Context: an optimization exercise on an open-source flow, tuned for small area, a short achievable clock period and few clock cycles. The choices shown serve that exercise and are no tape-out recipe.
At most, simulation tests tie the RTL to the original design; equivalence was not proved.

// pxe_core
module pxe_core (
    input  wire        clk,
    input  wire        rst,
    input  wire        cmd_valid,
    output wire        cmd_ready,
    input  wire [4:0]  cmd_op,
    input  wire [31:0] cmd_key,
    input  wire [15:0] cmd_height,
    input  wire [15:0] cmd_width,
    input  wire        in_valid,
    output wire        in_ready,
    input  wire [23:0] in_data,
    output wire        out_valid,
    input  wire        out_ready,
    output wire [23:0] out_data,
    output wire        mem_ren_a,
    output wire [9:0]  mem_raddr_a,
    input  wire [31:0] mem_rdata_a,
    output wire        mem_ren_b,
    output wire [9:0]  mem_raddr_b,
    input  wire [31:0] mem_rdata_b,
    output wire        mem_we,
    output wire [9:0]  mem_waddr,
    output wire [31:0] mem_wdata
);
    localparam [1:0] S_IDLE   = 2'd0,
                     S_RESEED = 2'd1,    
                     S_DRAW   = 2'd2,
                     S_MATH   = 2'd3;
    localparam [1:0] P_J1  = 2'd0,    
                     P_J2  = 2'd1,    
                     P_SMP = 2'd2;    
    reg [1:0]  state;
    reg        shuf;        
    reg        dec;
    reg [31:0] x;           
    reg [9:0]  cnt;         
    reg [9:0]  ra;          
    reg        msb;         
  ...
Size in the first run: ~2500 cells after synthesis, ~150 flip-flops, ~19000 sq um of cells after synthesis.
export LEC_CHECK = 0
export ABC_AREA = 1
export CAP_MARGIN = 20
export CORE_MARGIN = 2
export CORE_UTILIZATION = 40
export SETUP_SLACK_MARGIN = 4.0
export SLEW_MARGIN = 20
create_clock -name core_clock -period 9.0 [get_ports {clk}]
standard.sh (not shown) runs the stock make flow with config.mk's settings and CLKGATE_MAP_FILE= SYNTH_SCRIPT=/design/flow/synth_recipe.tcl, a recipe that flattens the netlist after the stock synthesis.
==> flow/flow/run.sh <==
#!/bin/bash
# The standard layout, with the port buffers made of the smallest buffer
# cell instead of the delay buffer that buffer_ports picks by default.
set -e
export BUFFER_PORTS_ARGS="-buffer_cell sky130_fd_sc_hd__buf_1"
bash standard.sh > standard.log 2>&1
Testbench counts at the start, summed over its fixed seeds: cycles 57,653.
Rerun with:
- CTS_BUF_LIST: default -> sky130_fd_sc_hd__clkbuf_4 sky130_fd_sc_hd__clkbuf_8
Design area went down by 1.0%.
Routed wire length rose by 0.30%.
Flip-flop and latch count is unchanged.
Cell count goes down by 0.32%.
Hold slack gains 4.0 ps.
Global-route usage goes up by 0.14 points.
Die area does not change.
Maximum frequency hardly moves.
Core utilization fell by 0.47 points.

Setup of main:
pxe_core, a different RTL version from the one above (not shown whole).
Size: about 2000 cells after synthesis, about 0.018 sq mm of cells after synthesis.
export LEC_CHECK = 0
export CAP_MARGIN = 20
export CORE_MARGIN = 2
export CORE_UTILIZATION = 40
export SLEW_MARGIN = 20
create_clock -name core_clock -period 9.0 [get_ports {clk}]
run.sh (not shown) runs the stock make flow with config.mk's settings and CLKGATE_MAP_FILE= SYNTH_SCRIPT=/design/flow/synth_recipe.tcl, a recipe that flattens the netlist after the stock synthesis.
Stock flow here: none of the scripts above is used.
main has completed all stages; timing, DRC and antenna checks passed.
> inputs changed (main -> the feature branch)
Settings: putting SETUP_SLACK_MARGIN at 4.0 where nothing was set.
### Flow results
Sequential share of layout area for the feature branch: 2.3 points down relative to main. The feature branch ended up with a higher non-clock buffer count than main did. The feature branch against main: worst setup slack up 1.53 ns, utilization up 5.9 points, shortest clock period the worst path allows after layout down 1.53 ns, fraction of layout instances using a drive strength above 1 up 14 points.
No functional check of the RTL was part of any run of this note.

Setup of juniper:
RTL: one of the versions met above, not the one the previous note started from.
Size: about 150 flip-flops, about 19,000 sq um of cells after synthesis.
export LEC_CHECK = 0
export ABC_AREA = 1
export CAP_MARGIN = 20
export CORE_MARGIN = 2
export CORE_UTILIZATION = 40
export PLACE_DENSITY = 0.75
export SETUP_SLACK_MARGIN = 4.0
export SLEW_MARGIN = 20
create_clock -name core_clock -period 9.0 [get_ports {clk}]
standard.sh (not shown) runs the stock make flow with config.mk's settings and CLKGATE_MAP_FILE= SYNTH_SCRIPT=/design/flow/synth_recipe.tcl, a recipe that flattens the netlist after the stock synthesis.
Scripts as last shown in full above: flow/flow/run.sh
Testbench counts of juniper, summed over its fixed seeds: cycles 57,653.
Edits applied to the flow inputs when going from juniper to violet:
# juniper
export LEC_CHECK = 0
export ABC_AREA = 1
export CAP_MARGIN = 20
export CORE_MARGIN = 2
export CORE_UTILIZATION = 40
export PLACE_DENSITY = 0.75
export SETUP_SLACK_MARGIN = 4.0
export SLEW_MARGIN = 20
create_clock -name core_clock -period 9.0 [get_ports {clk}]
# violet
export LEC_CHECK = 0
export ABC_AREA = 1
export CAP_MARGIN = 20
export CORE_MARGIN = 2
export CORE_UTILIZATION = 40
export SETUP_SLACK_MARGIN = 4.2
export SLEW_MARGIN = 20
create_clock -name core_clock -period 9.0 [get_ports {clk}]
==> comparison <==
In summary, violet completed successfully, with a layout that passed the timing, design-rule and antenna checks. The run showing the smaller total track usage is juniper. Actual transition at the worst max-transition pin | violet below juniper. Lower tightest hold margin among violet and juniper: violet.
diff inputs: violet => xenon
# violet
export LEC_CHECK = 0
export ABC_AREA = 1
export CAP_MARGIN = 20
export CORE_MARGIN = 2
export CORE_UTILIZATION = 40
export SETUP_SLACK_MARGIN = 4.2
export SLEW_MARGIN = 20
create_clock -name core_clock -period 9.0 [get_ports {clk}]
# xenon
export LEC_CHECK = 0
export ABC_AREA = 1
export CAP_MARGIN = 20
export CORE_MARGIN = 2
export CORE_UTILIZATION = 40
export GPL_TIMING_DRIVEN = 0
export SETUP_SLACK_MARGIN = 4.0
export SLEW_MARGIN = 20
create_clock -name core_clock -period 9.0 [get_ports {clk}]
Findings:
Per the comparison of xenon with violet, area growth from synthesis to layout has decreased; total routed wirelength has increased.
xenon vs. violet: final core utilization went down by 1.4 points.
Diff violet -> xenon: hold slack climbed 14 ps, share of layout cells above drive strength 1 shrank by 3.6 points, top achievable clock speed lower.
Status | xenon and violet | clean
Here is what was changed in the inputs of lagoon compared with xenon.
# xenon
export LEC_CHECK = 0
export ABC_AREA = 1
export CAP_MARGIN = 20
export CORE_MARGIN = 2
export CORE_UTILIZATION = 40
export GPL_TIMING_DRIVEN = 0
export SETUP_SLACK_MARGIN = 4.0
export SLEW_MARGIN = 20
create_clock -name core_clock -period 9.0 [get_ports {clk}]
# lagoon
export LEC_CHECK = 0
export ABC_AREA = 1
export CAP_MARGIN = 20
export CORE_MARGIN = 2
export CORE_UTILIZATION = 40
export SETUP_SLACK_MARGIN = 3.8
export SLEW_MARGIN = 20
create_clock -name core_clock -period 9.0 [get_ports {clk}]
--- outcome ---
The global placer's final weighted congestion in lagoon was lower than what xenon gave.
Final core area utilization (higher): xenon
On buffering overhead: between xenon and lagoon, it ends up higher for xenon.
Status: number of combinational gates with multiple inputs parity (lagoon, xenon)
Relative to xenon, required time at the endpoint of the critical path decreased by 2050 ps in lagoon.
On DRC violation total after the first TritonRoute iteration, xenon loses to lagoon.
Post-layout net count on lagoon is down relative to xenon.
Setup slack: lagoon less than xenon
The final reports for lagoon and xenon show register-to-register slack higher in the former.
What sierra does differently from lagoon at the input level:
# lagoon
export LEC_CHECK = 0
export ABC_AREA = 1
export CAP_MARGIN = 20
export CORE_MARGIN = 2
export CORE_UTILIZATION = 40
export SETUP_SLACK_MARGIN = 3.8
export SLEW_MARGIN = 20
create_clock -name core_clock -period 9.0 [get_ports {clk}]
# sierra
export LEC_CHECK = 0
export ABC_AREA = 1
export CAP_MARGIN = 20
export CORE_MARGIN = 2
export CORE_UTILIZATION = 40
export SETUP_SLACK_MARGIN = 4.5
export SLEW_MARGIN = 20
create_clock -name core_clock -period 9.0 [get_ports {clk}]
## What came out
sierra | status: complete | timing, DRC, antenna: pass. lagoon: done, clean on timing, DRC and antenna. Per the comparison of sierra with lagoon, number of signal-net inverters in the final layout increased by 0.44% relative to the old numbers; worst setup slack before clock tree synthesis increased by 240 ps relative to the old numbers. Delta (sierra minus lagoon): register-to-register slack rose 190 ps, wire length rose about 10%, fraction of area in non-clock buffers rose 5.1 points.

## v6
Starting RTL as in the previous note.
Settings: LEC_CHECK=0, CAP_MARGIN=20, CORE_MARGIN=2, CORE_UTILIZATION=40, SETUP_SLACK_MARGIN=4.0, SLEW_MARGIN=20; clock period 9.0 ns.
Scripts as last shown in full above: flow/flow/run.sh
Testbench counts of v6, summed over its fixed seeds: cycles 57,653.
--- input diff v6..v7 ---
Settings: CORE_UTILIZATION: 40 -> 50; ABC_AREA: unset -> 1.
--- outcome ---
Looking only at post-synthesis cell type count, and setting everything else aside, the higher value of v7 and v6 goes to v6.
From v7 to v6, setup TNS did not move at all.
Looking at synthesized cell count across v7 and v6, the one that comes out lower is v6.
Compared v7 vs v6, and count of non-CTS buffers in the layout is down in v7.
The higher number of signal-net inverters in the final layout of v7 and v6 is in v7.
v7 vs v6 — final cell count without fillers climbed by a little under 10%
Going from v6 to v7, post-route worst hold slack now sits lower; routed length on met2 now sits lower.

pxe_core, a different RTL version from the one above (not shown whole).
Size: about 1,800 cells after synthesis, about 130 flip-flops.
// pxe_core
module pxe_core (
    input  wire        clk,
    input  wire        rst,
    input  wire        cmd_valid,
    output wire        cmd_ready,
    input  wire [4:0]  cmd_op,
    input  wire [31:0] cmd_key,
    input  wire [15:0] cmd_height,
    input  wire [15:0] cmd_width,
    input  wire        in_valid,
    output wire        in_ready,
    input  wire [23:0] in_data,
    output wire        out_valid,
    input  wire        out_ready,
    output wire [23:0] out_data,
    output wire        mem_ren_a,
    output wire [9:0]  mem_raddr_a,
    input  wire [31:0] mem_rdata_a,
    output wire        mem_ren_b,
    output wire [9:0]  mem_raddr_b,
    input  wire [31:0] mem_rdata_b,
    output wire        mem_we,
    output wire [9:0]  mem_waddr,
    output wire [31:0] mem_wdata
);
    localparam [1:0] S_IDLE   = 2'd0,
                     S_RESEED = 2'd1,
                     S_DRAW   = 2'd2,
                     S_MATH   = 2'd3;
    localparam [1:0] P_J1  = 2'd0,    
                     P_J2  = 2'd1,    
                     P_SMP = 2'd2;    
    reg [1:0]  state;
    reg        shuf;        
    reg        dec;
    reg [31:0] x;           
    reg [9:0]  cnt;         
    reg        msb;         
    reg        d_valid;     
    reg        w_valid;     
    reg [15:0] wid, col, row;    
    reg [1:0]  phase;
    reg [1:0]  j1;
    reg [1:0]  cp0, cp1, cp2;
    reg [1:0]  bsel;        
  ...
==> flow/config.mk <==
export PLATFORM = sky130hd
export DESIGN_NAME = pxe_core
export DESIGN_NICKNAME = pxe_core
export VERILOG_FILES = /design/flow/design.v
export SDC_FILE = /design/flow/constraint.sdc
export NUM_CORES = 4
export LEC_CHECK = 0
export ABC_CLOCK_PERIOD_IN_PS = 4000
export CAP_MARGIN = 20
export CORE_MARGIN = 2
export CORE_UTILIZATION = 40
export SETUP_SLACK_MARGIN = 4.0
export SLEW_MARGIN = 20
==> flow/constraint.sdc <==
create_clock -name core_clock -period 9.0 [get_ports {clk}]
set_input_delay 1.8000 -clock core_clock [delete_from_list [all_inputs] [get_ports {clk}]]
set_output_delay 1.8000 -clock core_clock [all_outputs]
set_load 0.01 [all_outputs]
run.sh (not shown) runs the stock make flow with config.mk's settings and CLKGATE_MAP_FILE= SYNTH_SCRIPT=/design/flow/synth_recipe.tcl, a recipe that flattens the netlist after the stock synthesis.
Stock flow here: none of the scripts above is used.
The first run finished with timing, DRC and antenna clean.
==> next run, changes <==
--- a/flow/config.mk
+++ b/flow/config.mk
@@ -6,8 +6,7 @@
 export NUM_CORES = 4
 export LEC_CHECK = 0
-export ABC_CLOCK_PERIOD_IN_PS = 4000
 export CAP_MARGIN = 20
 export CORE_MARGIN = 2
-export CORE_UTILIZATION = 40
+export CORE_UTILIZATION = 65
 export SETUP_SLACK_MARGIN = 4.0
 export SLEW_MARGIN = 20
First-iteration DRC count came out higher by 110%.
Routed wire length came out higher by about 20%.
Worst setup slack got worse by 370 ps.
Via count came out higher by 17%.
==> next run, changes <==
--- a/flow/config.mk
+++ b/flow/config.mk
@@ -8,5 +8,5 @@
 export CAP_MARGIN = 20
 export CORE_MARGIN = 2
-export CORE_UTILIZATION = 65
+export CORE_UTILIZATION = 40
 export SETUP_SLACK_MARGIN = 4.0
 export SLEW_MARGIN = 20
- routed wire length fell by 17%
- worst setup slack gains 370 ps
- synthesized cell count is unchanged
No functional check of the RTL was part of any run of this note.

pxe_core, a different RTL version from the one above (not shown whole).
Size: roughly 2100 cells after synthesis, ~150 flip-flops, ~250 I/O pins, ~17000 µm² of cells after synthesis.
export LEC_CHECK = 0
export ABC_AREA = 1
export CAP_MARGIN = 20
export CORE_MARGIN = 2
export CORE_UTILIZATION = 40
export SETUP_SLACK_MARGIN = 4.0
export SLEW_MARGIN = 20
create_clock -name core_clock -period 9.0 [get_ports {clk}]
The first run finished with timing, DRC and antenna clean.
Testbench counts at the start, summed over its fixed seeds: cycles 67,600.
Next try:
--- a/flow/config.mk
+++ b/flow/config.mk
@@ -11,3 +11,3 @@
 export CORE_UTILIZATION = 40
-export SETUP_SLACK_MARGIN = 4.0
+export SETUP_SLACK_MARGIN = 4.5
 export SLEW_MARGIN = 20
=> Fmax climbs by about 6%. Worst setup slack improves by 0.29 ns. Via count climbs by 4.1%. Utilization climbs by 3.9 points. Synthesized area does not change. Global-route usage climbs by 1.4 points. Count of clock-buffer cells in the layout climbs by 3.
Next try:
--- a/flow/config.mk
+++ b/flow/config.mk
@@ -7,3 +7,2 @@
 export LEC_CHECK = 0
-export ABC_AREA = 1
 export CAP_MARGIN = 20
@@ -11,3 +10,3 @@
 export CORE_UTILIZATION = 40
-export SETUP_SLACK_MARGIN = 4.5
+export SETUP_SLACK_MARGIN = 4.0
 export SLEW_MARGIN = 20
The changed run produced a clean layout.
Clock skew barely changes.
Setup slack loses 0.54 ns.
Wire length goes down by 6.2%.
Count of clock-buffer cells in the layout goes down by 2.
Flip-flop and latch count stays the same.
Cell count goes down by 10%.
Die area goes up by 0.32%.

Setup of alpha:
Another version of the RTL of pxe_core (not shown whole).
For scale: roughly 1800 cells after synthesis, roughly 140 flip-flops.
clock: 9.0 ns
lec_check: 0
cap_margin: 20
core_margin: 2
core_utilization: 40
setup_slack_margin: 3.5
slew_margin: 20
Having completed the whole flow, alpha delivered a layout that passed the timing, design-rule and antenna checks.
Testbench counts of alpha, summed over its fixed seeds: cycles 72,153.
## Diff of input files: beta against alpha
Settings: SETUP_SLACK_MARGIN now 5.0, was 3.5.
Findings:
The wire length in beta sits about 7.5% above the value recorded for alpha. Summary of beta over alpha: fmax increased by 16 MHz relative to the old numbers; routed length on met3 went up; area growth from synthesis to layout now sits higher. flip-flop to output pin as the type of the worst setup path was reported by alpha, and flip-flop to flip-flop by beta.
#### Input delta (gamma over beta)
Settings: SETUP_SLACK_MARGIN now 4.5, was 5.0.
Notes after the runs:
gamma can be clocked faster than beta. Row final clock period utilization by the worst path: gamma lower / beta higher. Startpoint of the most critical setup path: x[3]$_DFFE_PP_ -> gamma, x[9]$_DFFE_PP_ -> beta. gamma against beta; via count is down slightly. For the required time at the worst-slack endpoint, gamma came in 1.97 ns lower than beta did.
The following lists how delta was set up differently from gamma:
Settings: SETUP_SLACK_MARGIN: 4.5 -> 4.0.
Notes after the runs:
delta does better than gamma on post-DP HPWL. delta vs. gamma: sequential share of layout area rose 0.76 points; antenna diode count about even; final critical-path share of the clock period rose 1.1 points; number of gates resized after CTS fell 21. x[19]$_DFFE_PP_ as the end point of the critical path was reported by delta, and in_ready by gamma. delta ends up with a final routed wirelength across all metal layers that is 2.6% lower than in gamma.

==> separate check: timing with driven ports <==
How much do the figures lean on ideal ports? The routed layouts below were timed once more, with nothing changed but the port constraints.
Step 1, drivers: a clkbuf_16 drives clk and a buf_2 each remaining input, both assumed.
Step 2 also shifts input and output timing later by t, the mid clock arrival at the registers, as if the neighbouring blocks saw the same clock.
a / b / c = ideal / step 1 / step 2; a / b = the first two.
run | t, ns | slack for setup (ns) | worst hold slack (ns) | worst setup path at the end | cell pins on the clock port's net
the first run of note 1 | 0.540 | 4.081 / 4.052 / 3.643 | 0.534 / 0.534 / 0.534 | input to register | 1
the second run of note 1 | 0.626 | 4.075 / 4.046 / 3.705 | 0.538 / 0.538 / 0.538 | input to register | 1
main | 0.534 | 2.083 / 2.083 / 2.083 | 0.537 / 0.537 / 0.537 | register to register | 1
the feature branch | 0.554 | 3.616 / 3.616 / 3.616 | 0.503 / 0.503 / 0.503 | register to register | 1
juniper | 0.519 | 4.038 / 4.010 / 3.827 | 0.558 / 0.558 / 0.558 | input to register | 1
violet | 0.544 | 4.200 / 4.154 / 3.824 | 0.533 / 0.533 / 0.533 | input to register | 1
xenon | 0.557 | 3.961 / 3.961 / 3.776 | 0.548 / 0.548 / 0.548 | input to register | 1
lagoon | 0.540 | 3.911 / 3.860 / 3.733 | 0.539 / 0.539 / 0.539 | input to register | 1
sierra | 0.552 | 4.171 / 4.171 / 4.083 | 0.544 / 0.544 / 0.544 | input to register | 1
v6 | 0.531 | 3.926 / 3.926 / 3.668 | 0.549 / 0.549 / 0.549 | input to register | 1
v7 | 0.511 | 4.066 / 4.040 / 3.793 | 0.540 / 0.540 / 0.540 | input to register | 1
the first run of note 5 | 0.504 | 3.700 / 3.646 / 3.677 | 0.520 / 0.520 / 0.520 | input to register | 1
the second run of note 5 | 0.479 | 3.329 / 3.280 / 3.494 | 0.545 / 0.545 / 0.545 | input to register | 1
the third run of note 5 | 0.504 | 3.700 / 3.646 / 3.677 | 0.520 / 0.520 / 0.520 | input to register | 1
the first run of note 6 | 0.514 | 4.046 / 4.027 / 3.754 | 0.532 / 0.532 / 0.532 | input to register | 1
the second run of note 6 | 0.509 | 4.337 / 4.337 / 4.162 | 0.544 / 0.544 / 0.544 | input to register | 1
the third run of note 6 | 0.506 | 3.796 / 3.796 / 3.624 | 0.545 / 0.545 / 0.545 | input to register | 1
alpha | 0.518 | 3.548 / 3.492 / 3.426 | 0.517 / 0.517 / 0.517 | input to register | 1
beta | 0.514 | 3.987 / 3.977 / 3.987 | 0.532 / 0.532 / 0.532 | register to register | 1
gamma | 0.498 | 4.044 / 3.995 / 4.016 | 0.516 / 0.516 / 0.516 | input to register | 1
delta | 0.508 | 3.942 / 3.942 / 3.702 | 0.505 / 0.505 / 0.505 | input to register | 1
After both steps setup and hold are still met in every run listed. The setup slack of the first run of note 1, which loses most, moves by -0.029 ns with the drivers and by -0.438 ns with both steps.
